What follows belongs to an exercise in optimizing a design on an open flow for small area, a short achievable clock period and few clock cycles; a production flow would make more cautious choices.
Function was checked by simulation only, so behaviour that the tests miss may differ from the original.
No activity file was given, so power comes from the tool's default toggle rates.

`design.v`:
```
module atc_encode (
    input  wire        clk,
    input  wire        rst,           
    input  wire        wr_en,
    input  wire [8:0]  wr_addr,       
    input  wire [31:0] wr_data,
    input  wire        start,         
    output wire        busy,
    output reg  [31:0] result,
    output reg         err_src,       
    output reg  [7:0]  out_len,
    output reg         src_re,
    output reg  [7:0]  src_addr,
    input  wire [7:0]  src_rdata,
    output reg         dst_we,
    output reg  [7:0]  dst_addr,
    output reg  [7:0]  dst_wdata,
    output wire        txp_req,
    input  wire        txp_rsp_valid,
    input  wire        txp_rsp_ok,
    input  wire [7:0]  txp_rsp_val,
    input  wire [31:0] txp_rsp_err
);
    localparam [7:0]  TX_PWR_AUTO = 8'h80;
    localparam [31:0] R_OK      = 32'h0000_0000;
    localparam [31:0] R_MSGSIZE = 32'h0000_0004;
    localparam [31:0] R_RANGE   = 32'h0000_0080;
    localparam N_U16 = 14;
    localparam N_U32 = 7;
    reg busy_r;
    assign busy = busy_r;
    wire        wr_g = wr_en & ~busy_r;
    reg         wq_en;
    reg  [8:0]  wq_addr;
    reg  [31:0] wq_data;
    reg         rst_q;
    always @(posedge clk) begin
        rst_q   <= rst;
        wq_en   <= wr_g & ~rst;
        wq_addr <= wr_addr;
        wq_data <= wr_data;
    end
    wire [31:0] wd = wq_data & {32{~rst_q}};
    function wr_at(input [8:0] a);
        wr_at = rst_q | (wq_en & (wq_addr == a));
    endfunction
    reg [7:0]  max_len;
    reg [17:0] fs_present;
    reg [3:0]  fs_complete;
    reg [7:0]  fs_flags, fs_txp, fs_lerole;
    reg [15:0] fs_appear, fs_advitvl;
    reg [7:0]  fs_u16_count, fs_u32_count;
    reg [7:0]  v_off [0:7];    
    reg [7:0]  v_n   [0:7];    
    reg [23:0] fs_devcls;
    reg [31:0] fs_itvl;
    reg [55:0] fs_leaddr;
    reg [15:0] u16 [0:N_U16-1];
    reg [31:0] u32 [0:N_U32-1];
    always @(posedge clk) begin
        if (wr_at(9'h005)) max_len <= wd[7:0];
        if (wr_at(9'h040)) fs_present <= wd[17:0];
        if (wr_at(9'h041)) fs_complete <= wd[3:0];
        if (wr_at(9'h042)) begin
            fs_flags  <= wd[7:0];
            fs_txp    <= wd[15:8];
            fs_lerole <= wd[23:16];
        end
        if (wr_at(9'h043)) begin
            fs_appear  <= wd[15:0];
            fs_advitvl <= wd[31:16];
        end
        if (wr_at(9'h044)) begin
            fs_u16_count <= wd[7:0];
            fs_u32_count <= wd[15:8];
        end
        if (wr_at(9'h04D)) fs_devcls <= wd[23:0];
        if (wr_at(9'h04E)) fs_itvl <= wd;
        if (wr_at(9'h04F)) fs_leaddr[31:0] <= wd;
        if (wr_at(9'h050)) fs_leaddr[55:32] <= wd[23:0];
    end
    genvar gi;
    generate
        for (gi = 0; gi < 8; gi = gi + 1) begin : g_view
            always @(posedge clk)
                if (wr_at(9'h045 + gi)) begin
                    v_off[gi] <= wd[7:0];
                    v_n[gi]   <= wd[15:8];
                end
        end
        for (gi = 0; gi < N_U16; gi = gi + 1) begin : g_u16
            always @(posedge clk)
                if (wr_at(9'h080 + gi)) u16[gi] <= wd[15:0];
        end
        for (gi = 0; gi < N_U32; gi = gi + 1) begin : g_u32
            always @(posedge clk)
                if (wr_at(9'h100 + gi)) u32[gi] <= wd;
        end
    endgenerate
    reg [7:0] f_type [0:31];
    reg [8:0] f_n    [0:17];
    reg       f_view [0:17];
    reg [7:0] f_off  [0:17];
    reg [6:0] f_base [0:31];
    wire [10:0] pta6 = {1'b0, v_n[3], 2'b00} + {2'b00, v_n[3], 1'b0};
    integer fi;
    always @* begin
        for (fi = 18; fi < 32; fi = fi + 1) begin
            f_type[fi] = 8'd0;
            f_base[fi] = 7'd0;
        end
        for (fi = 0; fi < 18; fi = fi + 1) begin
            f_view[fi] = 1'b0;
            f_off[fi]  = 8'd0;
            f_base[fi] = 7'd0;
        end
        f_type[0]  = 8'h01;                          f_n[0]  = 9'd1;  f_base[0]  = 7'd64;
        f_type[1]  = fs_complete[0] ? 8'h03 : 8'h02;
        f_n[1]  = {fs_u16_count[7], fs_u16_count[6:0], 1'b0};      f_base[1]  = 7'd0;
        f_type[2]  = fs_complete[1] ? 8'h05 : 8'h04;
        f_n[2]  = {|fs_u32_count[7:6], fs_u32_count[5:0], 2'b00};  f_base[2]  = 7'd32;
        f_type[3]  = fs_complete[2] ? 8'h07 : 8'h06;
        f_n[3]  = {|v_n[0][7:4], v_n[0][3:0], 4'd0};
        f_type[4]  = fs_complete[3] ? 8'h09 : 8'h08; f_n[4]  = {1'b0, v_n[1]};
        f_type[5]  = 8'h0A;                          f_n[5]  = 9'd1;  f_base[5]  = 7'd65;
        f_type[6]  = 8'h0D;                          f_n[6]  = 9'd3;  f_base[6]  = 7'd66;
        f_type[7]  = 8'h12;                          f_n[7]  = 9'd4;  f_base[7]  = 7'd69;
        f_type[8]  = 8'h16;                          f_n[8]  = {1'b0, v_n[2]};
        f_type[9]  = 8'h17;                          f_n[9]  = {|pta6[10:8], pta6[7:0]};
        f_type[10] = 8'h19;                          f_n[10] = 9'd2;  f_base[10] = 7'd73;
        f_type[11] = 8'h1A;                          f_n[11] = 9'd2;  f_base[11] = 7'd75;
        f_type[12] = 8'h1B;                          f_n[12] = 9'd7;  f_base[12] = 7'd77;
        f_type[13] = 8'h1C;                          f_n[13] = 9'd1;  f_base[13] = 7'd84;
        f_type[14] = 8'h20;                          f_n[14] = {1'b0, v_n[4]};
        f_type[15] = 8'h21;                          f_n[15] = {1'b0, v_n[5]};
        f_type[16] = 8'h24;                          f_n[16] = {1'b0, v_n[6]};
        f_type[17] = 8'hFF;                          f_n[17] = {1'b0, v_n[7]};
        f_view[3]  = 1'b1; f_off[3]  = v_off[0];
        f_view[4]  = 1'b1; f_off[4]  = v_off[1];
        f_view[8]  = 1'b1; f_off[8]  = v_off[2];
        f_view[9]  = 1'b1; f_off[9]  = v_off[3];
        f_view[14] = 1'b1; f_off[14] = v_off[4];
        f_view[15] = 1'b1; f_off[15] = v_off[5];
        f_view[16] = 1'b1; f_off[16] = v_off[6];
        f_view[17] = 1'b1; f_off[17] = v_off[7];
    end
    reg  [7:0] txp_val;        
    reg  [6:0] g;              
    reg  [15:0] gq_lo;
    reg  [5:0]  gq_hi;
    reg  [3:0]  gq_b;
    reg  [7:0]  hb [0:20];
    always @* begin
        hb[0]  = fs_flags;
        hb[1]  = (fs_txp == TX_PWR_AUTO) ? txp_val : fs_txp;
        hb[2]  = fs_devcls[7:0];
        hb[3]  = fs_devcls[15:8];
        hb[4]  = fs_devcls[23:16];
        hb[5]  = fs_itvl[7:0];
        hb[6]  = fs_itvl[15:8];
        hb[7]  = fs_itvl[23:16];
        hb[8]  = fs_itvl[31:24];
        hb[9]  = fs_appear[7:0];
        hb[10] = fs_appear[15:8];
        hb[11] = fs_advitvl[7:0];
        hb[12] = fs_advitvl[15:8];
        hb[13] = fs_leaddr[7:0];
        hb[14] = fs_leaddr[15:8];
        hb[15] = fs_leaddr[23:16];
        hb[16] = fs_leaddr[31:24];
        hb[17] = fs_leaddr[39:32];
        hb[18] = fs_leaddr[47:40];
        hb[19] = fs_leaddr[55:48];
        hb[20] = fs_lerole;
    end
    reg  [7:0] pbyte;
    integer pi, bi;
    always @* begin
        pbyte = 8'h00;
        for (pi = 0; pi < N_U16; pi = pi + 1)
            for (bi = 0; bi < 2; bi = bi + 1)
                pbyte = pbyte | ({8{gq_lo[pi / 2] & gq_b[2 * (pi % 2) + bi]}} & u16[pi][8*bi +: 8]);
        for (pi = 0; pi < N_U32; pi = pi + 1)
            for (bi = 0; bi < 4; bi = bi + 1)
                pbyte = pbyte | ({8{gq_lo[8 + pi] & gq_b[bi]}} & u32[pi][8*bi +: 8]);
        for (pi = 0; pi < 21; pi = pi + 1)
            pbyte = pbyte | ({8{gq_hi[pi / 4] & gq_b[pi % 4]}} & hb[pi]);
    end
    localparam [1:0] P_LEN = 2'd0,    
                     P_TYP = 2'd1,    
                     P_PAY = 2'd2,    
                     P_TXP = 2'd3;    
    reg  [1:0]  ph;
    reg         hold;          
    reg         txp_req_r;
    reg  [17:0] rem;           
    reg         stale_a, stale_b, stale_c;
    reg  [9:0]  room;          
    reg  [7:0]  cnt;           
    reg  [4:0]  k_cur;         
    reg         view_cur;
    reg         zf;            
    reg  [7:0]  pf;            
    assign txp_req = txp_req_r;
    reg         nx_valid;
    reg  [8:0]  nx_n;
    reg  [4:0]  nx_k;
    reg         nx_view;
    reg  [7:0]  nx_off;
    reg         nx_auto;
    reg         nx_fit;        
    reg         nx_in;         
    wire        stale    = stale_a || stale_b || stale_c;
    wire        refresh  = stale && (hold || !busy_r);
    wire        go       = start && !busy_r;
    wire        fast     = go && !stale;
    wire [17:0] src      = refresh ? fs_present : rem;
    wire [17:0] oh       = src & ~(src - 18'd1);
    reg  [8:0]  l_n;
    reg  [7:0]  l_off;
    reg  [4:0]  l_k;
    reg         l_view;
    always @* begin
        l_n = 9'd0; l_k = 5'd0; l_off = 8'd0; l_view = 1'b0;
        for (fi = 0; fi < 18; fi = fi + 1) begin
            l_n    = l_n    | ({9{oh[fi]}} & f_n[fi]);
            l_k    = l_k    | ({5{oh[fi]}} & fi[4:0]);
            l_off  = l_off  | ({8{oh[fi]}} & f_off[fi]);
            l_view = l_view | (oh[fi] & f_view[fi]);
        end
    end
    wire [8:0] vend     = {1'b0, nx_off} + {1'b0, nx_n[7:0]};
    wire       len_step = (busy_r && ph == P_LEN && !hold) || fast || (hold && !stale);
    wire       txp_step = busy_r && ph == P_TXP && txp_rsp_valid;
    wire [7:0] ptr      = (busy_r && !hold) ? out_len : 8'd0;
    wire issue_len = (len_step && nx_valid && !nx_auto && nx_fit && nx_in)
                  || (txp_step && txp_rsp_ok && nx_fit);
    wire nx_upd    = refresh || issue_len;
    wire typ_step  = busy_r && ph == P_TYP;
    wire [6:0] g_nx = issue_len ? f_base[nx_k] : g + 7'd1;
    wire pay_step  = busy_r && ph == P_PAY;
    always @(posedge clk) begin
        stale_b <= stale_a;
        stale_c <= stale_b;
        if (nx_upd) begin
            nx_valid <= |src;
            nx_n     <= l_n;
            nx_k     <= l_k;
            nx_view  <= l_view;
            nx_off   <= l_off;
            nx_auto  <= oh[5] && (fs_txp == TX_PWR_AUTO);
            rem      <= src & ~oh;
        end
        nx_fit <= !room[9] && ({1'b0, nx_n} <= room);
        nx_in  <= !nx_view || !vend[8] || (vend[7:0] == 8'd0);
        if (issue_len)
            room <= room - {2'b00, nx_n[7:0]} - 10'd2;
        else if (!busy_r || hold)
            room <= {2'b00, max_len} - 10'd2;
        src_addr <= issue_len ? nx_off : src_addr + 8'd1;
        pf    <= zf ? 8'h00 : pbyte;
        g     <= g_nx;
        gq_lo <= g_nx[6] ? 16'd0 : 16'd1 << g_nx[5:2];
        gq_hi <= (g_nx[6] && !g_nx[5]) ? 6'd1 << g_nx[4:2] : 6'd0;
        gq_b  <= 4'd1 << g_nx[1:0];
        zf    <= !issue_len && (zf || (!g[6] && g[4:0] == 5'd27));
        if (issue_len) begin
            cnt      <= nx_n[7:0];
            k_cur    <= nx_k;
            view_cur <= nx_view;
        end else if (pay_step)
            cnt <= cnt - 8'd1;
        if (txp_step) txp_val <= txp_rsp_val;
        dst_addr  <= ptr;
        dst_wdata <= issue_len ? nx_n[7:0] + 8'd1 :
                     typ_step  ? f_type[k_cur] :
                     view_cur  ? src_rdata : pf;
    end
    always @(posedge clk) begin
        stale_a <= rst || (busy_r && !hold) || (wr_g && wr_addr[8:7] == 2'b00);
        if (rst) begin
            busy_r    <= 1'b0;
            ph        <= P_LEN;
            hold      <= 1'b0;
            txp_req_r <= 1'b0;
            result    <= R_OK;
            err_src   <= 1'b0;
            out_len   <= 8'd0;
            dst_we    <= 1'b0;
            src_re    <= 1'b0;
        end else begin
            dst_we <= issue_len || typ_step || pay_step;
            if (issue_len || typ_step || pay_step) out_len <= ptr + 8'd1;
            if (issue_len)
                src_re <= nx_view && nx_n[7:0] != 8'd0;
            else if (typ_step)
                src_re <= view_cur && cnt > 8'd1;
            else if (pay_step)
                src_re <= view_cur && cnt > 8'd2;
            else
                src_re <= 1'b0;
            if (go && stale) begin
                busy_r <= 1'b1;
                ph     <= P_LEN;
                hold   <= 1'b1;
            end
            if (hold && !stale) hold <= 1'b0;
            if (len_step) begin
                if (!nx_valid) begin
                    result  <= R_OK;
                    err_src <= 1'b0;
                    out_len <= ptr;
                    busy_r  <= 1'b0;
                end else if (nx_auto) begin
                    txp_req_r <= 1'b1;
                    ph        <= P_TXP;
                    out_len   <= ptr;
                    busy_r    <= 1'b1;
                end else if (!nx_fit || !nx_in) begin
                    result  <= nx_fit ? R_RANGE : R_MSGSIZE;
                    err_src <= 1'b0;
                    out_len <= ptr;
                    busy_r  <= 1'b0;
                end
            end
            if (txp_step) begin
                txp_req_r <= 1'b0;
                if (!txp_rsp_ok) begin
                    result  <= txp_rsp_err;
                    err_src <= 1'b1;
                    busy_r  <= 1'b0;
                    ph      <= P_LEN;
                end else if (!nx_fit) begin
                    result  <= R_MSGSIZE;
                    err_src <= 1'b0;
                    busy_r  <= 1'b0;
                    ph      <= P_LEN;
                end
            end
            if (issue_len) begin
                busy_r <= 1'b1;
                ph     <= P_TYP;
            end else if (typ_step)
                ph <= (cnt == 8'd0) ? P_LEN : P_PAY;
            else if (pay_step && cnt == 8'd1)
                ph <= P_LEN;
        end
    end
endmodule
```
`flow/run.sh`:
```
#!/bin/bash
# Standard layout, with the port buffers made from buf_4 cells instead of the
# resizer's default choice, so that the I/O paths are not slowed by delay cells.
set -euo pipefail
export BUFFER_PORTS_ARGS="-buffer_cell sky130_fd_sc_hd__buf_4"
bash standard.sh > standard.log 2>&1
```
`standard.sh`:
```
#!/bin/bash
# synth_recipe.tcl (not shown) runs the flow's synth.tcl, then flattens the netlist and writes it again
# the make line also repeats each setting of config.mk as NAME=value (left out here)
make -C /OpenROAD-flow-scripts/flow DESIGN_CONFIG=/design/flow/config.mk WORK_HOME=/design/flow/orfs CLKGATE_MAP_FILE= SYNTH_SCRIPT=/design/flow/synth_recipe.tcl "${@:-finish}"
```
`config.mk`:
```
export PLATFORM = sky130hd
export DESIGN_NAME = atc_encode
export DESIGN_NICKNAME = atc_encode
export VERILOG_FILES = /design/flow/design.v
export SDC_FILE = /design/flow/constraint.sdc
export NUM_CORES = 4
export LEC_CHECK = 0
export CAP_MARGIN = 20
export CORE_MARGIN = 2
export CORE_UTILIZATION = 60
export PLACE_DENSITY = 0.75
export SETUP_SLACK_MARGIN = 3.7
export SLEW_MARGIN = 20
export TNS_END_PERCENT = 5
```
`constraint.sdc`:
```
create_clock -name core_clock -period 6.0 [get_ports {clk}]
set_input_delay 1.2000 -clock core_clock [delete_from_list [all_inputs] [get_ports {clk}]]
set_output_delay 1.2000 -clock core_clock [all_outputs]
set_load 0.01 [all_outputs]
```
==> results by group, run 1 <==
Yosys
  • Mapped cell area: 39900 um^2
  • Netlist cell types: 87
  • Synth Warn #: 11
  • Avg Cell Area, Syn: 14.8 um^2
  • Async SR Flop Fraction: 0
  • Seq/Total Area, Yosys: 0.730
  • #FFs+latches synth: 1024
  • Synth Flop Type: edfxtp_1
  • Syn Inst Count: 2691
  • Post-synth EDFFs: 864
  • Syn Nets: 2840

CTS
  • # hold bufs at CTS: 0
  • Latest clock arrival within the worst-skew pair: 0.69 ns
  • TritonCTS Buffers: 98
  • H-Tree Depth: 3
  • CTS max path bufs: 3
  • TritonCTS clock tree: done
  • CTS Sinks: 1024
  • CTS root buffer: clkbuf_16
  • Clock transition at the registers of the reported paths: 0.07 ns

Power and ir drop
  • Comb pwr share: 0.256
  • PwrDens: 445 nW/um^2
  • Maximum vdd drop: 328 uV
  • Sw frac: 0.325
  • Switch Pwr: 6.85 mW
  • Tot Pwr: 21.1 mW
  • Clock power frac: 0.296
  • Flop pwr share: 0.448
  • Internal power: 14.2 mW
  • P_leak: 16.8 nW

Global route
  • Number of antenna violations at the first check in global routing: 4
  • Number of global-route vias before repair: 26615
  • All-Layer GR Usage: 0.358
  • Global route overflow: 0
  • Pin count of the biggest net entering global routing: 53
  • First-pass GRT wire length: 176 mm

Place
  • I/O Buffers: 163
  • Pre-CTS setup slack: 2.33 ns
  • GPL Wtd Cong: 0.925
  • Detailed placer's ending HPWL: 71.3 mm
  • Placement-stage cell area: 42300 um^2
  • Inst Count DP: 3629

STA
  • Skew final: 0.0476 ns
  • Rel. slew slack: 0.192
  • Final hold violation count: 0
  • Crit share post-route: 0.437
  • Min Tclk post-route: 2.62 ns
  • Min Hold Slack: 0.396 ns
  • Worst Tran Pin Value: 1.21 ns
  • Final setup TNS: 0 ns
  • Worst setup slack after layout: 3.38 ns
  • Fmax: 381 MHz
  • RSZ-0062 raised after global routing: yes
  • Final setup viols: 0
  • Fin. max-slew vios: 0

Run
  • Max_cap viols: 0

Min path
  • Hold/Removal Path Class: flop to flop

Floorplanning
  • Die Width: 262 um
  • Core Box Area: 65900 um^2
  • FP Rows: 94
  • Die H: 262 um
  • Initial Util: 0.606
  • DIE AREA: 68600 um^2
  • # IOs: 164

Critical path
  • CP startpoint kind: input pin
  • WP data required: 6.58 ns
  • WP data arrival: 3.20 ns
  • Setup CP Type: input pin to flop
  • Peak fanout along the critical path: 8
  • Crit end category: flop

Drt
  • Post-route ant nets: 0
  • Total wire length: 125 mm
  • DRT iter0 DRCs: 4899
  • WL/cell: 31.9 um
  • Remaining DRCs: 0
  • Via count: 27831
  • Drt first pass iters: 9
  • Vias per cell: 7.09

Layout
  • Most frequent cells in the layout: edfxtp_1 (864), buf_4 (303), a22oi_1 (220), dfxtp_1 (151), nand3_1 (107)
  • Synthesis-to-layout area growth: 18.6%
  • Final Non-Filler Cells: 3923
  • Layout net count: 3121
  • Share of cells above drive strength 1: 0.217
  • Final core utilization: 0.719
  • Fin area: 47300 um^2
  • Leading cell type in the layout, fill and taps excluded: edfxtp_1

Run status
  • Status: timing/DRC/antenna clean
-- registers in the layout, indices dropped and copies added (netlist names), 9 cells and up --
name and count:
fs_appear 16, wq_addr 9, rem 17, result 32, fs_devcls 24, wq_data 32, gq_lo 14, fs_advitvl 16
fs_leaddr 56, nx_n 9, v_off 64, v_n 64, room 10, u16 224, u32 224, fs_present 18
fs_itvl 32
-- layer usage --
metal | part of all wire | GRT usage
met1 | 0.35 | 0.472
met2 | 0.46 | 0.559
met3 | 0.14 | 0.0963
met4 | 0.055 | 0.167
met5 | 0.00018 | 0
-- power groups by stage --
stage | Sequential, mW | Clock (mW) | Combinational [mW]
after detailed placement | 9.56 | 0 | 4.31
after global placement | 9.52 | 0 | 4.20
after CTS | 9.41 | 6.23 | 4.66
after global routing | 9.47 | 6.48 | 5.67
final | 9.43 | 6.22 | 5.40
after floorplan | 9.13 | 0 | 2.92
-- area by class of cell --
class / count / area [um^2]
Timing Repair Buffer: 334 / 2780
Multi-Input combinational cell: 1441 / 10700
Tap cell: 864 / 1080
Antenna cell: 3 / 7.51
Fill cell: 4095 / 18500
Clock buffer: 139 / 2830
Inverter: 70 / 313
Timing Repair inverter: 3 / 26.3
Sequential cell: 1024 / 29200
Clock inverter: 45 / 462
-- worst paths after layout --
| path | slack (ns) | endpoint | cells past startpoint | startpoint |
|---|---|---|---|---|
| worst max-delay path | 3.38 | gq_hi[2] | 10 | start |
| worst min-delay path | 0.40 | stale_b | 0 | stale_a |
| worst max register to register | 3.43 | fs_itvl[21] | 6 | wq_en |
| worst min register to register | 0.40 | stale_b | 0 | stale_a |
-- cells in the mapped netlist, drive strengths merged, types with 32 or more instances --
master	n	area (um^2)
a21o	36	270
dfxtp	160	3200
a221oi	32	280
nor3	37	190
a22o	66	581
nor2b	46	288
o21ai	84	420
clkbuf	125	505
nand3	108	541
nor4	32	200
ha	48	601
edfxtp	864	25900
a222oi	35	350
inv	70	263
nand2	106	400
a21oi	78	390
nand4	34	213
a22oi	220	1650
buf	36	166
nor2	106	398
-- cells by family (layout without fill, tap and decap cells) --
family | Yosys count | in the layout | share of synthesized area
AOI/OAI and AO/OA | 745 | 746 | 0.139
xor gates and xnor gates | 43 | 43 | 0.00943
adders and majority gates | 54 | 54 | 0.0181
buffers and inverters | 232 | 591 | 0.0237
DFF | 1024 | 1024 | 0.730
muxes | 21 | 24 | 0.00549
other | 0 | 3 | 0
and+or+nand+nor | 572 | 574 | 0.0743
-- worst max-delay path: stages --
cell and delay (ns):
buf_6 0.10, nor2b_4 0.12, o21a_4 0.23, o21a_4 0.23, nor2_4 0.26, clkinv_8 0.12, mux2_4 0.30, clkinv_8 0.09
clkbuf_4 0.20, nor4_1 0.33
-- what timing repair did --
action                     CTS  global route
pin swaps                   20            18
buffers inserted            52            42
setup endpoints to repair  833           872
resized for setup           99            88
gates cloned                 4             8
Testbench counts, summed over its fixed seeds: cycles 32,200.
==> run 2: changes to the inputs <==
--- a/config.mk
+++ b/config.mk
@@ -8,6 +8,8 @@
 export CAP_MARGIN = 20
 export CORE_MARGIN = 2
-export CORE_UTILIZATION = 60
-export PLACE_DENSITY = 0.75
+export CORE_UTILIZATION = 40
+export CTS_BUF_LIST = sky130_fd_sc_hd__clkbuf_8
+export CTS_CLUSTER_SIZE = 30
+export PLACE_DENSITY = 0.6
 export SETUP_SLACK_MARGIN = 3.7
 export SLEW_MARGIN = 20
==> run 2 against run 1 <==
Against the previous run: clock power fell by 7.2%; largest power group unchanged; via count down 1.7%; critical path depth fell by 3; non-clock buffer count down 21; clock-buffer cell count rose by 34; synthesized area did not move; still clean on timing, DRC and antenna; register-to-register slack worse by 0.03 ns; synthesized cell count stayed put; critical path type is now flop to flop; critical endpoint is now pf[0]; maximum frequency increased by 0.80%; sequential share of layout area rose by 0.055 points; die area increased by 49%.
==> results by group, run 2 <==
CTS
  • Latest clock arrival within the worst-skew pair: 0.85 ns (was 0.69 ns)
  • Clock transition at the registers of the reported paths: 0.06 ns (was 0.07 ns)
  • CTS max path bufs: 3 (unchanged)
  • H-Tree Depth: 4 (was 3)
  • CTS Sinks: 1024 (unchanged)
  • TritonCTS clock tree: done (unchanged)
  • CTS root buffer: clkbuf_8 (was clkbuf_16)
  • TritonCTS Buffers: 161 (was 98)
  • # hold bufs at CTS: 0 (unchanged)

Floorplanning
  • Initial Util: 0.404 (was 0.606)
  • Core Box Area: 98700 um^2 (was 65900 um^2)
  • Die Width: 320 um (was 262 um)
  • Die H: 320 um (was 262 um)
  • DIE AREA: 102000 um^2 (was 68600 um^2)
  • # IOs: 164 (unchanged)
  • FP Rows: 115 (was 94)

Yosys
  • Seq/Total Area, Yosys: 0.730 (unchanged)
  • Commonest cells post-synth: edfxtp_1 (864), a22oi_1 (220), dfxtp_1 (160), clkbuf_1 (119), nand3_1 (108) (unchanged)
  • Synth Warn #: 11 (unchanged)
  • Mapped cell area: 39900 um^2 (unchanged)
  • Netlist cell types: 87 (unchanged)
  • Synth area leaders: edfxtp_1 (65%), dfxtp_1 (8.0%), a22oi_1 (4.1%) (unchanged)
  • #FFs+latches synth: 1024 (unchanged)
  • Avg Cell Area, Syn: 14.8 um^2 (unchanged)
  • Syn Inst Count: 2691 (unchanged)
  • Post-synth EDFFs: 864 (unchanged)
  • Most frequent cell after synthesis: edfxtp_1 (unchanged)
  • Async SR Flop Fraction: 0 (unchanged)
  • Yosys top cell area share: 0.650 (unchanged)
  • Post-synth top area cell: edfxtp_1 (unchanged)
  • Synth Flop Type: edfxtp_1 (unchanged)
  • Syn Nets: 2840 (unchanged)

Layout
  • Synthesis-to-layout area growth: 18.5% (was 18.6%)
  • Share of cells above drive strength 1: 0.220 (was 0.217)
  • Biggest registers after layout: u16 x224, u32 x224 (unchanged)
  • Layout net count: 3159 (was 3121)
  • Leading cell type in the layout, fill and taps excluded: edfxtp_1 (unchanged)
  • Footprint of the multi-input gates: 10500 um^2 (was 10700 um^2)
  • Final core utilization: 0.479 (was 0.719)
  • # fillers: 8527 (was 4095)
  • Reg area: 29200 um^2 (about the same)
  • Most frequent cells in the layout: edfxtp_1 (864), buf_4 (287), a22oi_1 (218), clkbuf_8 (173), dfxtp_1 (140) (was edfxtp_1 (864), buf_4 (303), a22oi_1 (220), dfxtp_1 (151), nand3_1 (107))

STA
  • Fin. max-slew vios: 0 (unchanged)
  • Min Tclk post-route: 2.60 ns (was 2.62 ns)
  • Skew final: 0.0515 ns (was 0.0476 ns)
  • Final hold violation count: 0 (unchanged)
  • Worst Tran Pin Value: 1.25 ns (was 1.21 ns)
  • Rel. slew slack: 0.163 (was 0.192)
  • Fmax: 384 MHz (was 381 MHz)
  • Final setup viols: 0 (unchanged)
  • Final setup TNS: 0 ns (unchanged)
  • Crit share post-route: 0.434 (was 0.437)
  • RSZ-0062 raised after global routing: yes (unchanged)

Drt
  • DRT iter0 DRCs: 3936 (was 4899)
  • Post-route ant nets: 0 (unchanged)
  • Remaining DRCs: 0 (unchanged)
  • Drt first pass iters: 8 (was 9)
  • Via count: 27350 (was 27831)
  • Vias per cell: 6.17 (was 7.09)
  • Total wire length: 133 mm (was 125 mm)
  • WL/cell: 30.1 um (was 31.9 um)

Critical path
  • WP data arrival: 3.23 ns (was 3.20 ns)
  • Peak fanout along the critical path: 18 (was 8)
  • WP data required: 6.63 ns (was 6.58 ns)
  • CP startpoint kind: flop (was input pin)
  • Crit end category: flop (unchanged)
  • Setup CP Type: flop to flop (was input pin to flop)

Power and ir drop
  • Maximum vdd drop: 219 uV (was 328 uV)
  • PwrDens: 428 nW/um^2 (was 445 nW/um^2)
  • P_leak: 16.8 nW (about the same)

Run
  • Max_cap viols: 0 (unchanged)

Global route
  • All-Layer GR Usage: 0.253 (was 0.358)
  • Pin count of the biggest net entering global routing: 53 (unchanged)
  • First-pass GRT wire length: 187 mm (was 176 mm)
  • Global route overflow: 0 (unchanged)
  • Number of global-route vias before repair: 26793 (was 26615)
  • Number of antenna violations at the first check in global routing: 7 (was 4)

Place
  • Detailed placer's ending HPWL: 74.3 mm (was 71.3 mm)
  • I/O Buffers: 163 (unchanged)
  • GPL Wtd Cong: 0.873 (was 0.925)

Min path
  • Hold/Removal Path Class: flop to flop (unchanged)

Run status
  • Status: timing/DRC/antenna clean (unchanged)
[run 2: kinds of logic after synthesis]
family,synth area share
compound gates,0.139
xor+xnor,0.00943
fa+ha+maj,0.0181
buf+inv,0.0237
flops,0.730
mux,0.00549
simple gates,0.0743
[run 2: worst max-delay path, stage by stage, from the launching register on]
cell and delay, ns:
dfxtp_2 0.34, buf_4 0.24, and2_1 0.31, a32oi_1 0.22, nand3_1 0.11, or4_1 0.56, nor4b_2 0.34, a41oi_1 0.26
[run 2: final timing paths]
path | slack, ns | from | cells past startpoint | end
max | 3.40 | gq_b[1] | 7 | pf[0]
min | 0.41 | stale_b | 0 | stale_c
max reg2reg | 3.40 | gq_b[1] | 7 | pf[0]
min reg2reg | 0.41 | stale_b | 0 | stale_c
[run 2: metrics by stage]
step	setup slack, ns	instance area [um^2]	instances	hold slack (ns)	power, mW
global route	3.33	47300	4430	0.425	21.0
CTS	3.41	47000	4418	0.398	20.1
finish	3.40	47300	4430	0.415	20.2
floorplan	3.18	40000	2691	0.358	12.1
global placement	2.49	42800	4055	0.367	13.9
detailed placement	2.37	42900	4058	0.371	14.0
[run 2: metal layers]
metal | wire length (um) | GRT usage | vias to the layer above
met4 | 4790 | 0.0955 | 4
met5 | 23 | 0 | -
met2 | 63100 | 0.414 | 1818
met1 | 51000 | 0.333 | 13779
li1 | - | - | 11442
met3 | 14200 | 0.0521 | 307
[run 2: layout make-up]
type	instances	area share
repair buffers	313	0.0553
clock inverters	121	0.0158
multi-input cells	1439	0.221
inverters	70	0.00619
flip-flops and latches	1024	0.617
repair inverters	1	0.000185
well taps	1287	0.0340
clock buffers	173	0.0503
diodes	2	0.000106
[run 2: power by group]
group	switching (mW)	leakage (nW)	internal (mW)
clock	2.83	1.72	2.94
sequential	0.680	9.70	8.67
combinational	3.28	5.36	1.84
total	6.78	16.8	13.5
[run 2: timing repair]
item,4_1_cts,5_1_grt
endpoints found under the hold margin,0,0
resized for setup,118,17
pin swaps,32,8
gates cloned,6,2
buffers inserted,60,5
endpoints found under the setup margin,1035,997
==> run 3: changes to the inputs <==
--- a/config.mk
+++ b/config.mk
@@ -9,8 +9,6 @@
 export CORE_MARGIN = 2
 export CORE_UTILIZATION = 40
-export CTS_BUF_LIST = sky130_fd_sc_hd__clkbuf_8
-export CTS_CLUSTER_SIZE = 30
 export PLACE_DENSITY = 0.6
-export SETUP_SLACK_MARGIN = 3.7
+export SETUP_SLACK_MARGIN = 3.9
 export SLEW_MARGIN = 20
 export TNS_END_PERCENT = 5
==> run 3 against run 2 <==
Against the previous run: still clean on timing, DRC and antenna; clock skew decreased by 0.020 ns; sequential cell count unchanged; power increased by 6.0%; worst setup slack improved by 0.019 ns; largest cell class unchanged.
==> results by group, run 3 <==
Critical path
  • WP data arrival: 3.12 ns (was 3.23 ns)
  • Critical register-to-register path startpoint: fs_present[2] (was gq_b[1])
  • Peak fanout along the critical path: 10 (was 18)
  • CP Launch Point: fs_present[2] (was gq_b[1])
  • Setup CP Type: flop to flop (unchanged)
  • WP data required: 6.54 ns (was 6.63 ns)
  • Buf/Inv on CP: 1 (unchanged)
  • Slowest cell delay on critical path: 0.56 ns (about the same)
  • Worst path slowest cell: or4_4 (was or4_1)
  • CP startpoint kind: flop (unchanged)
  • Crit end category: flop (unchanged)
  • Delay-heaviest family, CP: simple AND/OR/NAND/NOR gates (unchanged)
  • CP dominant cell by count: or4_4
  • Critical path cell sequence: or4_4 > or4_4 > o32a_4 > nor4b_4 > buf_4 > a32o_1 > or3_1 (was buf_4 > and2_1 > a32oi_1 > nand3_1 > or4_1 > nor4b_2 > a41oi_1)

CTS
  • TritonCTS Buffers: 100 (was 161)
  • Latest clock arrival within the worst-skew pair: 0.69 ns (was 0.85 ns)
  • CTS max path bufs: 3 (unchanged)
  • Clock transition at the registers of the reported paths: 0.06 ns (about the same)
  • CTS Sinks: 1024 (unchanged)
  • H-Tree Depth: 3 (was 4)
  • TritonCTS clock tree: done (unchanged)
  • # hold bufs at CTS: 0 (unchanged)
  • CTS root buffer: clkbuf_16 (was clkbuf_8)

Layout
  • Final Non-Filler Cells: 4360 (was 4430)
  • Biggest registers after layout: u16 x224, u32 x224 (unchanged)
  • Fin area: 48400 um^2 (was 47300 um^2)
  • # diodes: 0 (was 2)
  • Share of cells above drive strength 1: 0.226 (was 0.220)
  • Leading cell type in the layout, fill and taps excluded: edfxtp_1 (unchanged)
  • Most frequent cells in the layout: edfxtp_1 (864), buf_4 (290), a22oi_1 (217), dfxtp_1 (149) (was edfxtp_1 (864), buf_4 (287), a22oi_1 (218), clkbuf_8 (173), dfxtp_1 (140))
  • Synthesis-to-layout area growth: 21.3% (was 18.5%)
  • Layout net count: 3139 (was 3159)

STA
  • Rel. slew slack: 0.171 (was 0.163)
  • RSZ-0062 raised after global routing: yes (unchanged)
  • Fin. max-slew vios: 0 (unchanged)
  • Skew final: 0.0320 ns (was 0.0515 ns)
  • Final hold violation count: 0 (unchanged)
  • Worst Tran Pin Value: 1.24 ns (was 1.25 ns)
  • Min Tclk post-route: 2.58 ns (was 2.60 ns)
  • Crit share post-route: 0.431 (was 0.434)
  • Final setup viols: 0 (unchanged)
  • Final setup TNS: 0 ns (unchanged)
  • Worst setup slack after layout: 3.42 ns (was 3.40 ns)
  • Fmax: 387 MHz (was 384 MHz)

Yosys
  • Post-synth top area cell: edfxtp_1 (unchanged)
  • Seq/Total Area, Yosys: 0.730 (unchanged)
  • #FFs+latches synth: 1024 (unchanged)
  • Synth Flop Type: edfxtp_1 (unchanged)
  • Netlist cell types: 87 (unchanged)
  • Yosys top cell area share: 0.650 (unchanged)
  • Most frequent cell after synthesis: edfxtp_1 (unchanged)
  • Async SR Flop Fraction: 0 (unchanged)
  • Synth Warn #: 11 (unchanged)
  • Post-synth EDFFs: 864 (unchanged)
  • Syn Inst Count: 2691 (unchanged)
  • Mapped cell area: 39900 um^2 (unchanged)
  • Commonest cells post-synth: edfxtp_1 (864), a22oi_1 (220), dfxtp_1 (160), clkbuf_1 (119), nand3_1 (108) (unchanged)
  • Synth area leaders: edfxtp_1 (65%), dfxtp_1 (8.0%), a22oi_1 (4.1%) (unchanged)
  • Avg Cell Area, Syn: 14.8 um^2 (unchanged)
  • Syn Nets: 2840 (unchanged)

Drt
  • Drt first pass iters: 10 (was 8)
  • Total wire length: 133 mm (about the same)
  • Post-route ant nets: 0 (unchanged)
  • WL/cell: 30.6 um (was 30.1 um)
  • Via count: 27235 (was 27350)
  • Vias per cell: 6.25 (was 6.17)
  • DRT iter0 DRCs: 4112 (was 3936)
  • Remaining DRCs: 0 (unchanged)

Global route
  • First-pass GRT wire length: 187 mm (about the same)
  • All-Layer GR Usage: 0.252 (was 0.253)
  • Pin count of the biggest net entering global routing: 53 (unchanged)
  • Number of antenna violations at the first check in global routing: 7 (unchanged)
  • Number of global-route vias before repair: 26554 (was 26793)
  • Global route overflow: 0 (unchanged)

Floorplanning
  • DIE AREA: 102000 um^2 (unchanged)
  • FP Rows: 115 (unchanged)
  • Initial Util: 0.404 (unchanged)
  • Core Box Area: 98700 um^2 (unchanged)
  • Die H: 320 um (unchanged)
  • Die Width: 320 um (unchanged)
  • # IOs: 164 (unchanged)

Run status
  • Status: timing/DRC/antenna clean (unchanged)

Power and ir drop
  • P_leak: 17.1 nW (was 16.8 nW)
  • Maximum vdd drop: 290 uV (was 219 uV)
  • Tot Pwr: 21.4 mW (was 20.2 mW)
  • PwrDens: 443 nW/um^2 (was 428 nW/um^2)

Run
  • Max_cap viols: 0 (unchanged)

Place
  • GPL Wtd Cong: 0.873 (unchanged)
  • I/O Buffers: 163 (unchanged)
  • Placement-stage cell area: 42900 um^2 (unchanged)
  • Inst Count DP: 4058 (unchanged)
  • Detailed placer's ending HPWL: 74.3 mm (unchanged)
  • Pre-CTS setup slack: 2.37 ns (unchanged)

Min path
  • Hold Crit Start: stale_b (unchanged)
  • Hold/Removal Path Class: flop to flop (unchanged)
==> run 3: stage by stage <==
step / util / hold WS (ns)
3_3_place_gp: 0.434 / 0.367
3_5_place_dp: 0.435 / 0.371
4_1_cts: 0.484 / 0.403
5_1_grt: 0.491 / 0.408
6_report: 0.491 / 0.401
2_1_floorplan: - / 0.358
==> run 3: what timing repair did <==
| action | CTS | global route |
|---|---|---|
| pin swaps | 51 | 19 |
| gates resized for setup | 159 | 73 |
| setup buffers | 72 | 26 |
| endpoints found under the setup margin | 1320 | 1511 |
| cloned | 13 | 3 |
==> run 3: cell families after synthesis <==
group | after synthesis | share of synthesized area
xor+xnor | 43 | 0.00943
buf+inv | 232 | 0.0237
flops | 1024 | 0.730
compound gates | 745 | 0.139
fa+ha+maj | 54 | 0.0181
simple gates | 572 | 0.0743
mux | 21 | 0.00549
==> run 3: worst paths after layout <==
path	endpoint	slack, ns	cells after the start
worst max-delay path	nx_n[0]	3.42	7
worst min-delay path	stale_c	0.40	0
worst min register to register	stale_c	0.40	0
worst max register to register	nx_n[0]	3.42	7
==> run 3: layout make-up <==
cell class	instances	area, um^2
fill	8385	50300
tap	1287	1610
timing repair inverter	4	32.5
inverter	70	312
clock inverter	55	687
clock buffer	130	2750
multi-input combinational	1443	10800
sequential	1024	29200
timing repair buffer	347	3120
==> run 3: power breakdown <==
part | leakage, nW | switching (mW) | total [mW] | internal, mW
combinational | 5.70 | 3.48 | 5.55 | 2.07
sequential | 9.69 | 0.658 | 9.33 | 8.67
clock | 1.69 | 2.75 | 6.56 | 3.81
total | 17.1 | 6.89 | 21.4 | 14.5
==> run 3: worst register-to-register path, stage by stage, from the launching register on <==
cell	delay [ns]
edfxtp_1	0.40
or4_4	0.56
or4_4	0.46
o32a_4	0.27
nor4b_4	0.30
buf_4	0.24
a32o_1	0.13
or3_1	0.11
==> run 3: layer usage <==
layer,share of wire,global-route usage,wire length (um)
met1,0.38,0.338,51200
met2,0.48,0.417,63500
met3,0.10,0.0432,14000
met4,0.035,0.0849,4660
met5,0.00023,0,30
==> run 4: changes to the inputs <==
--- a/config.mk
+++ b/config.mk
@@ -6,9 +6,10 @@
 export NUM_CORES = 4
 export LEC_CHECK = 0
+export ABC_AREA = 1
 export CAP_MARGIN = 20
 export CORE_MARGIN = 2
 export CORE_UTILIZATION = 40
 export PLACE_DENSITY = 0.6
-export SETUP_SLACK_MARGIN = 3.9
+export SETUP_SLACK_MARGIN = 3.7
 export SLEW_MARGIN = 20
 export TNS_END_PERCENT = 5
==> run 4 against run 3 <==
Against the previous run: first-iteration DRC count up 15%; sequential cell count is the same; clock-buffer cell count grew 2; clock skew is 0.015 ns higher; clock power increased by 0.6%; worst hold slack got worse by 0.0074 ns; worst setup slack gained 0.066 ns; maximum frequency is 2.6% higher; global-route usage is 0.92 points higher; critical endpoint is now pf[0]; register-to-register slack gained 0.07 ns.
==> results by group, run 4 <==
Run
  • Max_cap viols: 0 (unchanged)

Place
  • Inst Count DP: 5094 (was 4058)
  • GPL Wtd Cong: 0.916 (was 0.873)
  • I/O Buffers: 163 (unchanged)
  • Detailed placer's ending HPWL: 87.0 mm (was 74.3 mm)

Floorplanning
  • FP Rows: 117 (was 115)
  • Die H: 325 um (was 320 um)
  • Core Box Area: 102000 um^2 (was 98700 um^2)
  • Initial Util: 0.404 (about the same)
  • DIE AREA: 106000 um^2 (was 102000 um^2)
  • # IOs: 164 (unchanged)
  • Die Width: 325 um (was 320 um)

Yosys
  • Post-synth top area cell: edfxtp_1 (unchanged)
  • Synth area leaders: edfxtp_1 (63%), nand2_1 (8.6%), dfxtp_1 (7.8%) (was edfxtp_1 (65%), dfxtp_1 (8.0%), a22oi_1 (4.1%))
  • #FFs+latches synth: 1024 (unchanged)
  • Mapped cell area: 41200 um^2 (was 39900 um^2)
  • Synth Warn #: 11 (unchanged)
  • Avg Cell Area, Syn: 11.6 um^2 (was 14.8 um^2)
  • Async SR Flop Fraction: 0 (unchanged)
  • Post-synth EDFFs: 864 (unchanged)
  • Syn Inst Count: 3547 (was 2691)
  • Commonest cells post-synth: nand2_1 (944), edfxtp_1 (864), inv_1 (396), nor2_1 (325), dfxtp_1 (160) (was edfxtp_1 (864), a22oi_1 (220), dfxtp_1 (160), clkbuf_1 (119), nand3_1 (108))
  • Yosys top cell area share: 0.630 (was 0.650)
  • Seq/Total Area, Yosys: 0.708 (was 0.730)
  • Synth Flop Type: edfxtp_1 (unchanged)
  • Syn Nets: 3696 (was 2840)
  • Netlist cell types: 56 (was 87)
  • Most frequent cell after synthesis: nand2_1 (was edfxtp_1)

Layout
  • Final core utilization: 0.491 (about the same)
  • Final Non-Filler Cells: 5391 (was 4360)
  • Most frequent cells in the layout: nand2_1 (929), edfxtp_1 (864), inv_1 (363), buf_4 (297), nor2_1 (270) (was edfxtp_1 (864), buf_4 (290), a22oi_1 (217), dfxtp_1 (149))
  • Leading cell type in the layout, fill and taps excluded: nand2_1 (was edfxtp_1)
  • Share of cells above drive strength 1: 0.176 (was 0.226)
  • Synthesis-to-layout area growth: 21.5% (was 21.3%)
  • Biggest registers after layout: u16 x224, u32 x224 (unchanged)
  • Layout net count: 4081 (was 3139)
  • # fillers: 9031 (was 8385)

STA
  • Fmax: 397 MHz (was 387 MHz)
  • Skew final: 0.0472 ns (was 0.0320 ns)
  • Crit share post-route: 0.420 (was 0.431)
  • Final hold violation count: 0 (unchanged)
  • Fin. max-slew vios: 0 (unchanged)
  • RSZ-0062 raised after global routing: yes (unchanged)
  • Final setup viols: 0 (unchanged)
  • Final setup TNS: 0 ns (unchanged)
  • Worst Tran Pin Value: 1.25 ns (was 1.24 ns)
  • Rel. slew slack: 0.168 (was 0.171)
  • Min Tclk post-route: 2.52 ns (was 2.58 ns)

CTS
  • CTS root buffer: clkbuf_16 (unchanged)
  • TritonCTS clock tree: done (unchanged)
  • # hold bufs at CTS: 0 (unchanged)
  • CTS max path bufs: 3 (unchanged)
  • Latest clock arrival within the worst-skew pair: 0.75 ns (was 0.69 ns)
  • Clock transition at the registers of the reported paths: 0.06 ns (about the same)
  • CTS Sinks: 1024 (unchanged)
  • H-Tree Depth: 3 (unchanged)
  • TritonCTS Buffers: 106 (was 100)

Run status
  • Status: timing/DRC/antenna clean (unchanged)

Min path
  • WHS Path Cells: 0 (unchanged)
  • Hold/Removal Path Class: flop to flop (unchanged)

Global route
  • Number of antenna violations at the first check in global routing: 9 (was 7)
  • All-Layer GR Usage: 0.261 (was 0.252)
  • First-pass GRT wire length: 197 mm (was 187 mm)
  • Number of global-route vias before repair: 27023 (was 26554)
  • Global route overflow: 0 (unchanged)
  • Pin count of the biggest net entering global routing: 55 (was 53)

Critical path
  • WP data arrival: 3.10 ns (was 3.12 ns)
  • WP data required: 6.58 ns (was 6.54 ns)
  • Setup CP Type: flop to flop (unchanged)
  • CP startpoint kind: flop (unchanged)
  • CP Launch Point: gq_b[2] (was fs_present[2])
  • CP endpoint: pf[0] (was nx_n[0])
  • Flop-to-flop setup slack: 3.48 ns (was 3.42 ns)
  • R2r worst-path depth: 10 (was 7)
  • Worst R2R End: pf[0] (was nx_n[0])
  • Crit end category: flop (unchanged)
  • Peak fanout along the critical path: 8 (was 10)
  • Critical register-to-register path startpoint: gq_b[2] (was fs_present[2])

Drt
  • Drt first pass iters: 6 (was 10)
  • Via count: 29560 (was 27235)
  • WL/cell: 26.4 um (was 30.6 um)
  • Total wire length: 142 mm (was 133 mm)
  • Vias per cell: 5.48 (was 6.25)
  • DRT iter0 DRCs: 4719 (was 4112)
  • Post-route ant nets: 0 (unchanged)
  • Remaining DRCs: 0 (unchanged)

Power and ir drop
  • PwrDens: 415 nW/um^2 (was 443 nW/um^2)
  • Maximum vdd drop: 256 uV (was 290 uV)
  • P_leak: 19.8 nW (was 17.1 nW)
==> run 4: metal layers <==
metal	track usage	routed length [um]
met3	0.0620	17800
met4	0.110	6430
met2	0.394	62200
met5	0	10
met1	0.362	55800
==> run 4: worst min path at each step <==
stage / from / end / slack (ns)
4_1_cts: stale_b / stale_c / 0.39
2_1_floorplan: stale_b / stale_c / 0.33
3_5_place_dp: stale_b / stale_c / 0.34
6_report: stale_a / stale_b / 0.39
3_3_place_gp: stale_b / stale_c / 0.34
5_1_grt: stale_b / stale_c / 0.40
==> run 4: cells by family after synthesis <==
logic type               share of synthesized area
AND/OR/NAND/NOR                              0.163
flip-flops                                   0.708
buffers and inverters                       0.0441
AO/OA/AOI/OAI                               0.0590
adder cells (fa/ha/maj)                     0.0175
XOR/XNOR                                   0.00872
multiplexers                              0.000243
==> run 4: critical path, stage by stage (launching register included) <==
cell	delay, ns
dfxtp_4	0.38
buf_12	0.16
nand2_1	0.06
inv_1	0.27
a22o_1	0.39
nor2_1	0.11
nand4_1	0.20
nor2_2	0.40
nand4_1	0.19
nor2_2	0.16
nor2_1	0.06
==> run 4: final cells by class <==
type,instances,area (um^2),area share
clock inverter,65,642,0.0128
antenna,2,5.00,0.000100
clock buffer,132,2850,0.0569
timing repair buffer,330,2850,0.0569
multi-input combinational,2062,11100,0.223
sequential,1024,29200,0.583
inverter,408,1670,0.0334
tap,1368,1710,0.0342
==> run 4: power by group <==
group | switching [mW] | total, mW | internal (mW) | leakage, nW
logic | 3.36 | 4.93 | 1.57 | 8.37
clock network | 2.91 | 6.60 | 3.70 | 1.69
registers | 0.498 | 9.21 | 8.72 | 9.69
total | 6.77 | 20.7 | 14.0 | 19.8
==> run 4: metrics by stage <==
step                      total power [mW]  worst slack, ns  hold WS [ns]  area, um^2
after floorplan                       11.7             3.22         0.331       41200
after global placement                13.5             2.17         0.335       44800
after detailed placement              13.6             2.05         0.344       44800
after CTS                             20.3             3.35         0.389       48900
after global routing                  21.5             3.48         0.402       50000
final                                 20.8             3.48         0.394       50000
==> run 4: repair_timing <==
action                     CTS  global route
setup endpoints to repair  999           515
cloned                       6             4
buffers inserted            32            56
resized for setup           57           119
pin swaps                   13            31
==> run 5: changes to the inputs <==
--- a/config.mk
+++ b/config.mk
@@ -6,5 +6,4 @@
 export NUM_CORES = 4
 export LEC_CHECK = 0
-export ABC_AREA = 1
 export CAP_MARGIN = 20
 export CORE_MARGIN = 2
==> run 5 against run 4 <==
Against the previous run: still clean on timing, DRC and antenna; first-iteration DRC count decreased by 16%; sequential power rose by 2%; sequential cell count unchanged; global-route usage is 0.98 points lower; register-to-register slack worse by 0.099 ns; synthesized cell count decreased by 24%; power grew 2.5%; maximum frequency fell by 3.8%; die area fell by 3.0%; critical endpoint is now nx_in.
==> results by group, run 5 <==
Layout
  • Layout net count: 3109 (was 4081)
  • Most frequent cells in the layout: edfxtp_1 (864), buf_4 (285), a22oi_1 (218), dfxtp_1 (155), nand3_1 (105) (was nand2_1 (929), edfxtp_1 (864), inv_1 (363), buf_4 (297), nor2_1 (270))
  • # fillers: 8427 (was 9031)
  • Share of cells above drive strength 1: 0.214 (was 0.176)
  • Final Non-Filler Cells: 4332 (was 5391)
  • Synthesis-to-layout area growth: 20.1% (was 21.5%)
  • Leading cell type in the layout, fill and taps excluded: edfxtp_1 (was nand2_1)
  • Biggest registers after layout: u16 x224, u32 x224 (unchanged)

STA
  • Worst Tran Pin Value: 1.25 ns (about the same)
  • Skew final: 0.0335 ns (was 0.0472 ns)
  • RSZ-0062 raised after global routing: yes (unchanged)
  • Fin. max-slew vios: 0 (unchanged)
  • Min Tclk post-route: 2.62 ns (was 2.52 ns)
  • Final setup TNS: 0 ns (unchanged)
  • Fmax: 382 MHz (was 397 MHz)
  • Crit share post-route: 0.436 (was 0.420)
  • Final setup viols: 0 (unchanged)
  • Final hold violation count: 0 (unchanged)
  • Rel. slew slack: 0.163 (was 0.168)
  • Worst setup slack after layout: 3.38 ns (was 3.48 ns)

Yosys
  • Post-synth top area cell: edfxtp_1 (unchanged)
  • Async SR Flop Fraction: 0 (unchanged)
  • Netlist cell types: 87 (was 56)
  • Yosys top cell area share: 0.650 (was 0.630)
  • Synth Warn #: 11 (unchanged)
  • Synth area leaders: edfxtp_1 (65%), dfxtp_1 (8.0%), a22oi_1 (4.1%) (was edfxtp_1 (63%), nand2_1 (8.6%), dfxtp_1 (7.8%))
  • Syn Nets: 2840 (was 3696)
  • Synth Flop Type: edfxtp_1 (unchanged)
  • Commonest cells post-synth: edfxtp_1 (864), a22oi_1 (220), dfxtp_1 (160), clkbuf_1 (119), nand3_1 (108) (was nand2_1 (944), edfxtp_1 (864), inv_1 (396), nor2_1 (325), dfxtp_1 (160))
  • Post-synth EDFFs: 864 (unchanged)
  • Mapped cell area: 39900 um^2 (was 41200 um^2)
  • #FFs+latches synth: 1024 (unchanged)
  • Seq/Total Area, Yosys: 0.730 (was 0.708)
  • Avg Cell Area, Syn: 14.8 um^2 (was 11.6 um^2)
  • Syn Inst Count: 2691 (was 3547)
  • Most frequent cell after synthesis: edfxtp_1 (was nand2_1)

Floorplanning
  • # IOs: 164 (unchanged)
  • DIE AREA: 102000 um^2 (was 106000 um^2)
  • Die Width: 320 um (was 325 um)
  • Initial Util: 0.404 (about the same)
  • Die H: 320 um (was 325 um)
  • Core Box Area: 98700 um^2 (was 102000 um^2)
  • FP Rows: 115 (was 117)

Place
  • Inst Count DP: 4058 (was 5094)
  • Detailed placer's ending HPWL: 74.3 mm (was 87.0 mm)
  • Pre-CTS setup slack: 2.37 ns (was 2.05 ns)
  • I/O Buffers: 163 (unchanged)
  • GPL Wtd Cong: 0.873 (was 0.916)

Drt
  • WL/cell: 30.6 um (was 26.4 um)
  • Total wire length: 133 mm (was 142 mm)
  • Via count: 27117 (was 29560)
  • Vias per cell: 6.26 (was 5.48)
  • DRT met1 WL: 50.3 mm (was 55.8 mm)
  • Drt first pass iters: 8 (was 6)
  • DR WL met2: 62.7 mm (was 62.2 mm)
  • Top routing layer in use: met5 (unchanged)
  • Remaining DRCs: 0 (unchanged)
  • Post-route ant nets: 0 (unchanged)
  • DRT iter0 DRCs: 3942 (was 4719)
  • DR WL met3: 14.7 mm (was 17.8 mm)

Critical path
  • Delay-heaviest family, CP: compound AO/OA/AOI/OAI gates (was simple AND/OR/NAND/NOR gates)
  • Peak fanout along the critical path: 6 (was 8)
  • Crit end category: flop (unchanged)
  • Critical path cell sequence: buf_4 > ha_1 > nor2b_1 > o21a_1 > o21ai_1 > a21oi_1 > o21a_1 > o211ai_1 (was buf_12 > nand2_1 > inv_1 > a22o_1 > nor2_1 > nand4_1 > nor2_2 > nand4_1 > nor2_2 > nor2_1)
  • WP data arrival: 3.11 ns (was 3.10 ns)
  • CP startpoint kind: flop (unchanged)
  • Worst path slowest cell: edfxtp_1 (was nor2_2)
  • CP dominant cell by count: o21a_1
  • Buf/Inv on CP: 1 (was 2)
  • Setup CP Type: flop to flop (unchanged)
  • WP data required: 6.50 ns (was 6.58 ns)
  • Slowest cell delay on critical path: 0.57 ns (was 0.40 ns)

CTS
  • Clock transition at the registers of the reported paths: 0.07 ns (was 0.06 ns)
  • TritonCTS clock tree: done (unchanged)
  • TritonCTS Buffers: 100 (was 106)
  • CTS root buffer: clkbuf_16 (unchanged)
  • CTS Sinks: 1024 (unchanged)
  • H-Tree Depth: 3 (unchanged)
  • Latest clock arrival within the worst-skew pair: 0.69 ns (was 0.75 ns)
  • CTS max path bufs: 3 (unchanged)
  • # hold bufs at CTS: 0 (unchanged)

Run
  • Max_cap viols: 0 (unchanged)

Power and ir drop
  • Maximum vdd drop: 287 uV (was 256 uV)
  • P_leak: 16.8 nW (was 19.8 nW)
  • PwrDens: 444 nW/um^2 (was 415 nW/um^2)

Global route
  • Number of antenna violations at the first check in global routing: 6 (was 9)
  • All-Layer GR Usage: 0.252 (was 0.261)
  • Number of global-route vias before repair: 26503 (was 27023)
  • Pin count of the biggest net entering global routing: 53 (was 55)
  • First-pass GRT wire length: 187 mm (was 197 mm)
  • Global route overflow: 0 (unchanged)

Min path
  • Hold/Removal Path Class: flop to flop (unchanged)

Run status
  • Status: timing/DRC/antenna clean (unchanged)
==> run 5: path summary, 6_finish.rpt <==
| check | startpoint | slack [ns] | cells after the start | to |
|---|---|---|---|---|
| hold / removal | stale_b | 0.41 | 0 | stale_c |
| setup reg to reg | nx_n[2] | 3.38 | 8 | nx_in |
| setup / recovery | nx_n[2] | 3.38 | 8 | nx_in |
| hold reg to reg | stale_b | 0.41 | 0 | stale_c |
==> run 5: through the flow <==
step | power, mW | hold slack [ns] | util | instance area, um^2
6_report | 21.3 | 0.406 | 0.486 | 47900
5_1_grt | 22.0 | 0.408 | 0.486 | 47900
4_1_cts | 21.1 | 0.403 | 0.483 | 47600
3_5_place_dp | 14.0 | 0.371 | 0.435 | 42900
3_3_place_gp | 13.9 | 0.367 | 0.434 | 42800
2_1_floorplan | 12.1 | 0.358 | - | 40000
==> run 5: logic make-up (layout without fill, tap and decap cells) <==
logic type	count (synthesis)	in the layout	synth area share
compound gates	745	745	0.139
simple gates	572	574	0.0743
xor+xnor	43	43	0.00943
buf+inv	232	579	0.0237
flops	1024	1024	0.730
other cells	0	2	0
fa+ha+maj	54	54	0.0181
mux	21	24	0.00549
==> run 5: final cells by class <==
type / count / area (um^2) / area share
Clock inverter: 55 / 687 / 0.0143
Inverter: 70 / 312 / 0.00650
Multi-Input combinational cell: 1440 / 10700 / 0.222
Timing Repair Buffer: 320 / 2730 / 0.0569
Clock buffer: 130 / 2750 / 0.0573
Sequential cell: 1024 / 29200 / 0.608
Tap cell: 1287 / 1610 / 0.0336
Antenna cell: 2 / 5.00 / 0.000104
Timing Repair inverter: 4 / 32.5 / 0.000679
==> run 5: report_power, final <==
part / switching [mW] / internal, mW / total (mW)
logic: 3.41 / 1.96 / 5.37
clock network: 2.74 / 3.81 / 6.55
registers: 0.684 / 8.66 / 9.35
==> run 5: per-layer routing <==
| metal | track usage | vias to the layer above |
|---|---|---|
| met5 | 0 | - |
| met4 | 0.0869 | 4 |
| met3 | 0.0441 | 283 |
| met2 | 0.415 | 1808 |
| met1 | 0.336 | 13708 |
| li1 | - | 11314 |
==> run 5: what timing repair did <==
action / CTS / global route
gates cloned: 10 / 1
endpoints found under the hold margin: 0 / 0
resized for setup: 150 / 27
endpoints found under the setup margin: 1035 / 1014
pin swaps: 50 / 9
buffers inserted: 68 / 5
==> run 6: changes to the inputs <==
--- a/config.mk
+++ b/config.mk
@@ -9,4 +9,6 @@
 export CORE_MARGIN = 2
 export CORE_UTILIZATION = 40
+export CTS_BUF_LIST = sky130_fd_sc_hd__clkbuf_8 sky130_fd_sc_hd__clkbuf_16
+export CTS_CLUSTER_SIZE = 20
 export PLACE_DENSITY = 0.6
 export SETUP_SLACK_MARGIN = 3.7
==> run 6 against run 5 <==
Against the previous run: clock skew rose by 0.0029 ns; combinational power hardly changed; synthesized area unchanged; final cell count barely moved; register-to-register slack is essentially flat; routed wire length down 0.16%; synthesized cell count stayed put; worst setup slack got worse by 0.0039 ns; worst hold slack got worse by 0.0048 ns; critical endpoint unchanged; largest power group unchanged; highest routed layer unchanged.
==> results by group, run 6 <==
Yosys
  • Netlist cell types: 87 (unchanged)
  • #FFs+latches synth: 1024 (unchanged)
  • Post-synthesis simple-gate area fraction: 0.0743 (unchanged)
  • Avg Cell Area, Syn: 14.8 um^2 (unchanged)
  • Mapped cell area: 39900 um^2 (unchanged)
  • Post-synth EDFFs: 864 (unchanged)
  • Syn Inst Count: 2691 (unchanged)
  • Commonest cells post-synth: edfxtp_1 (864), a22oi_1 (220), dfxtp_1 (160), clkbuf_1 (119), nand3_1 (108) (unchanged)
  • Main combinational cell family by area after synthesis: compound AO/OA/AOI/OAI gates (unchanged)
  • Synth Area in Compound Gates: 0.139 (unchanged)
  • Post-synth top area cell: edfxtp_1 (unchanged)
  • Xor/xnor share of the synthesized area: 0.00943 (unchanged)
  • Most frequent cell after synthesis: edfxtp_1 (unchanged)
  • Async SR Flop Fraction: 0 (unchanged)
  • Post-synthesis mux area share: 0.00549 (unchanged)
  • Yosys top cell area share: 0.650 (unchanged)
  • Adder-cell share of the synthesized area: 0.0181 (unchanged)
  • Synth area leaders: edfxtp_1 (65%), dfxtp_1 (8.0%), a22oi_1 (4.1%) (unchanged)
  • Syn Nets: 2840 (unchanged)
  • Synth Warn #: 11 (unchanged)
  • Synth Flop Type: edfxtp_1 (unchanged)
  • Seq/Total Area, Yosys: 0.730 (unchanged)

Place
  • Detailed placer's ending HPWL: 74.3 mm (unchanged)
  • Inst Count DP: 4058 (unchanged)
  • I/O Buffers: 163 (unchanged)
  • GPL Wtd Cong: 0.873 (unchanged)

Drt
  • WL/cell: 30.5 um (was 30.6 um)
  • Total wire length: 132 mm (was 133 mm)
  • Remaining DRCs: 0 (unchanged)
  • Vias per cell: 6.26 (about the same)
  • Via count: 27099 (was 27117)
  • Drt first pass iters: 6 (was 8)
  • DRT iter0 DRCs: 4029 (was 3942)
  • Post-route ant nets: 0 (unchanged)

CTS
  • TritonCTS Buffers: 100 (unchanged)
  • TritonCTS clock tree: done (unchanged)
  • CTS max path bufs: 3 (unchanged)
  • CTS Sinks: 1024 (unchanged)
  • H-Tree Depth: 3 (unchanged)
  • CTS root buffer: clkbuf_16 (unchanged)
  • Clock transition at the registers of the reported paths: 0.07 ns (about the same)
  • Latest clock arrival within the worst-skew pair: 0.69 ns (about the same)

Layout
  • Leading cell type in the layout, fill and taps excluded: edfxtp_1 (unchanged)
  • Biggest registers after layout: u16 x224, u32 x224 (unchanged)
  • Final Non-Filler Cells: 4331 (was 4332)
  • # fillers: 8426 (was 8427)
  • Layout net count: 3109 (unchanged)
  • Share of cells above drive strength 1: 0.214 (unchanged)
  • Most frequent cells in the layout: edfxtp_1 (864), buf_4 (285), a22oi_1 (218), dfxtp_1 (155), nand3_1 (105) (unchanged)
  • Synthesis-to-layout area growth: 20.1% (about the same)

Floorplanning
  • # IOs: 164 (unchanged)
  • Die Width: 320 um (unchanged)
  • Die H: 320 um (unchanged)
  • FP Rows: 115 (unchanged)
  • Core Box Area: 98700 um^2 (unchanged)
  • Initial Util: 0.404 (unchanged)
  • DIE AREA: 102000 um^2 (unchanged)

Critical path
  • CP startpoint kind: flop (unchanged)
  • Worst path slowest cell: edfxtp_1 (unchanged)
  • Peak fanout along the critical path: 6 (unchanged)
  • Delay-heaviest family, CP: compound AO/OA/AOI/OAI gates (unchanged)
  • Buf/Inv on CP: 1 (unchanged)
  • WP data required: 6.49 ns (was 6.50 ns)
  • Setup CP Type: flop to flop (unchanged)
  • Critical path cell sequence: buf_4 > ha_1 > nor2b_1 > o21a_1 > o21ai_1 > a21oi_1 > o21a_1 > o211ai_1 (unchanged)
  • CP dominant cell by count: o21a_1 (unchanged)
  • WP data arrival: 3.12 ns (was 3.11 ns)
  • Slowest cell delay on critical path: 0.58 ns (was 0.57 ns)
  • Flop-to-flop setup slack: 3.38 ns (about the same)
  • Crit end category: flop (unchanged)

Power and ir drop
  • P_leak: 16.9 nW (was 16.8 nW)
  • PwrDens: 443 nW/um^2 (was 444 nW/um^2)
  • Maximum vdd drop: 290 uV (was 287 uV)

Global route
  • Global route overflow: 0 (unchanged)
  • All-Layer GR Usage: 0.252 (about the same)
  • Number of antenna violations at the first check in global routing: 6 (unchanged)
  • Pin count of the biggest net entering global routing: 53 (unchanged)
  • Number of global-route vias before repair: 26509 (was 26503)
  • First-pass GRT wire length: 187 mm (about the same)

STA
  • Worst Tran Pin Value: 1.19 ns (was 1.25 ns)
  • Final setup TNS: 0 ns (unchanged)
  • Fin. max-slew vios: 0 (unchanged)
  • Fmax: 382 MHz (about the same)
  • Min Tclk post-route: 2.62 ns (about the same)
  • Rel. slew slack: 0.206 (was 0.163)
  • Final hold violation count: 0 (unchanged)
  • Crit share post-route: 0.437 (was 0.436)
  • Final setup viols: 0 (unchanged)
  • RSZ-0062 raised after global routing: yes (unchanged)
  • Skew final: 0.0365 ns (was 0.0335 ns)

Min path
  • Hold/Removal Path Class: flop to flop (unchanged)

Run
  • Max_cap viols: 0 (unchanged)

Run status
  • Status: timing/DRC/antenna clean (unchanged)
## run 6: cell count changes in the layout (fill, tap and decap cells not counted), sizes merged
cell    previous run  this run
clkbuf           131       111
inv               75        95
diode              2         1
## run 6: stage by stage
step | area [um^2] | util | hold WS [ns] | setup slack [ns] | total power [mW]
final | 47900 | 0.486 | 0.402 | 3.38 | 21.2
after global routing | 47900 | 0.486 | 0.408 | 3.36 | 22.0
after CTS | 47600 | 0.483 | 0.403 | 3.43 | 21.0
after detailed placement | 42900 | 0.435 | 0.371 | 2.37 | 14.0
after global placement | 42800 | 0.434 | 0.367 | 2.49 | 13.9
after floorplan | 40000 | - | 0.358 | 3.18 | 12.1
## run 6: final cells by class
cell class | count | area [um^2] | share of cell area
Timing Repair Buffer | 320 | 2730 | 0.0569
Clock inverter | 75 | 762 | 0.0159
Multi-Input combinational cell | 1440 | 10700 | 0.222
Tap cell | 1287 | 1610 | 0.0336
Clock buffer | 110 | 2670 | 0.0558
Inverter | 70 | 312 | 0.00650
Timing Repair inverter | 4 | 32.5 | 0.000679
Antenna cell | 1 | 2.50 | 0.0000522
Sequential cell | 1024 | 29200 | 0.608
## run 6: logic make-up after synthesis
group                    after synthesis
XOR/XNOR                              43
flip-flops                          1024
multiplexers                          21
adder cells (fa/ha/maj)               54
AND/OR/NAND/NOR                      572
buffers and inverters                232
AO/OA/AOI/OAI                        745
## run 6: path summary, 6_finish.rpt
path	end	depth (start not counted)	start
worst max-delay path	nx_in	8	nx_n[2]
worst min-delay path	stale_c	0	stale_b
worst max register to register	nx_in	8	nx_n[2]
worst min register to register	stale_c	0	stale_b
## run 6: what timing repair did
| item | in CTS | in global routing |
|---|---|---|
| pin swaps | 50 | 9 |
| resized for setup | 150 | 27 |
| setup buffers | 68 | 5 |
| endpoints found under the setup margin | 1035 | 1016 |
| cloned | 10 | 1 |
| hold buffers | 0 | 0 |
## run 6: worst register-to-register path: cells and delay by family, from the launching register on
kind | cells | cell delay (ns)
flip-flops | 1 | 0.58
adder cells (fa/ha/maj) | 1 | 0.33
buffers and inverters | 1 | 0.26
AO/OA/AOI/OAI | 5 | 1.11
AND/OR/NAND/NOR | 1 | 0.14
## run 6: layer usage
layer,GRT usage,wire [um],vias up
li1,-,-,11314
met1,0.336,50400,13703
met2,0.415,62700,1799
met3,0.0441,14600,279
met4,0.0869,4640,4
met5,0,26,-
## run 6: where the power goes
group,internal (mW),switching [mW]
registers,8.66,0.684
logic,1.96,3.41
clock network,3.78,2.75

==> static timing again, ports no longer ideal <==
How much do the figures lean on ideal ports? The routed layouts below were timed once more, with nothing changed but the port constraints. Step 1 sets driving cells, clkbuf_16 on the clock port and buf_2 on the other inputs (assumed; they add their load-dependent delay and slew). Step 2 moves the port delays by t, midway between the first and last clock arrival at a register: inputs arrive t later, outputs are due t later. That takes back most of the time a late clock gives input paths. a / b / c = no drivers / after step 1 / after step 2; a / b = the first two.
| run | shift t [ns] | slack for setup (ns) | worst setup path after step 2 | worst data-port slew with drivers (ns) |
|---|---|---|---|---|
| run 1 | 0.736 | 3.377 / 3.385 / 2.670 | input to register | 0.07 |
| run 2 | 0.889 | 3.397 / 3.397 / 2.737 | input to register | 0.06 |
| run 3 | 0.742 | 3.416 / 3.416 / 2.712 | input to register | 0.06 |
| run 4 | 0.790 | 3.483 / 3.466 / 2.855 | input to register | 0.12 |
| run 5 | 0.740 | 3.383 / 3.383 / 2.737 | input to register | 0.06 |
| run 6 | 0.740 | 3.379 / 3.379 / 2.720 | input to register | 0.06 |
After both steps every run listed still meets setup and hold. For run 1, which loses most, drivers alone change the setup slack by +0.008 ns; drivers and shift together by -0.707 ns.
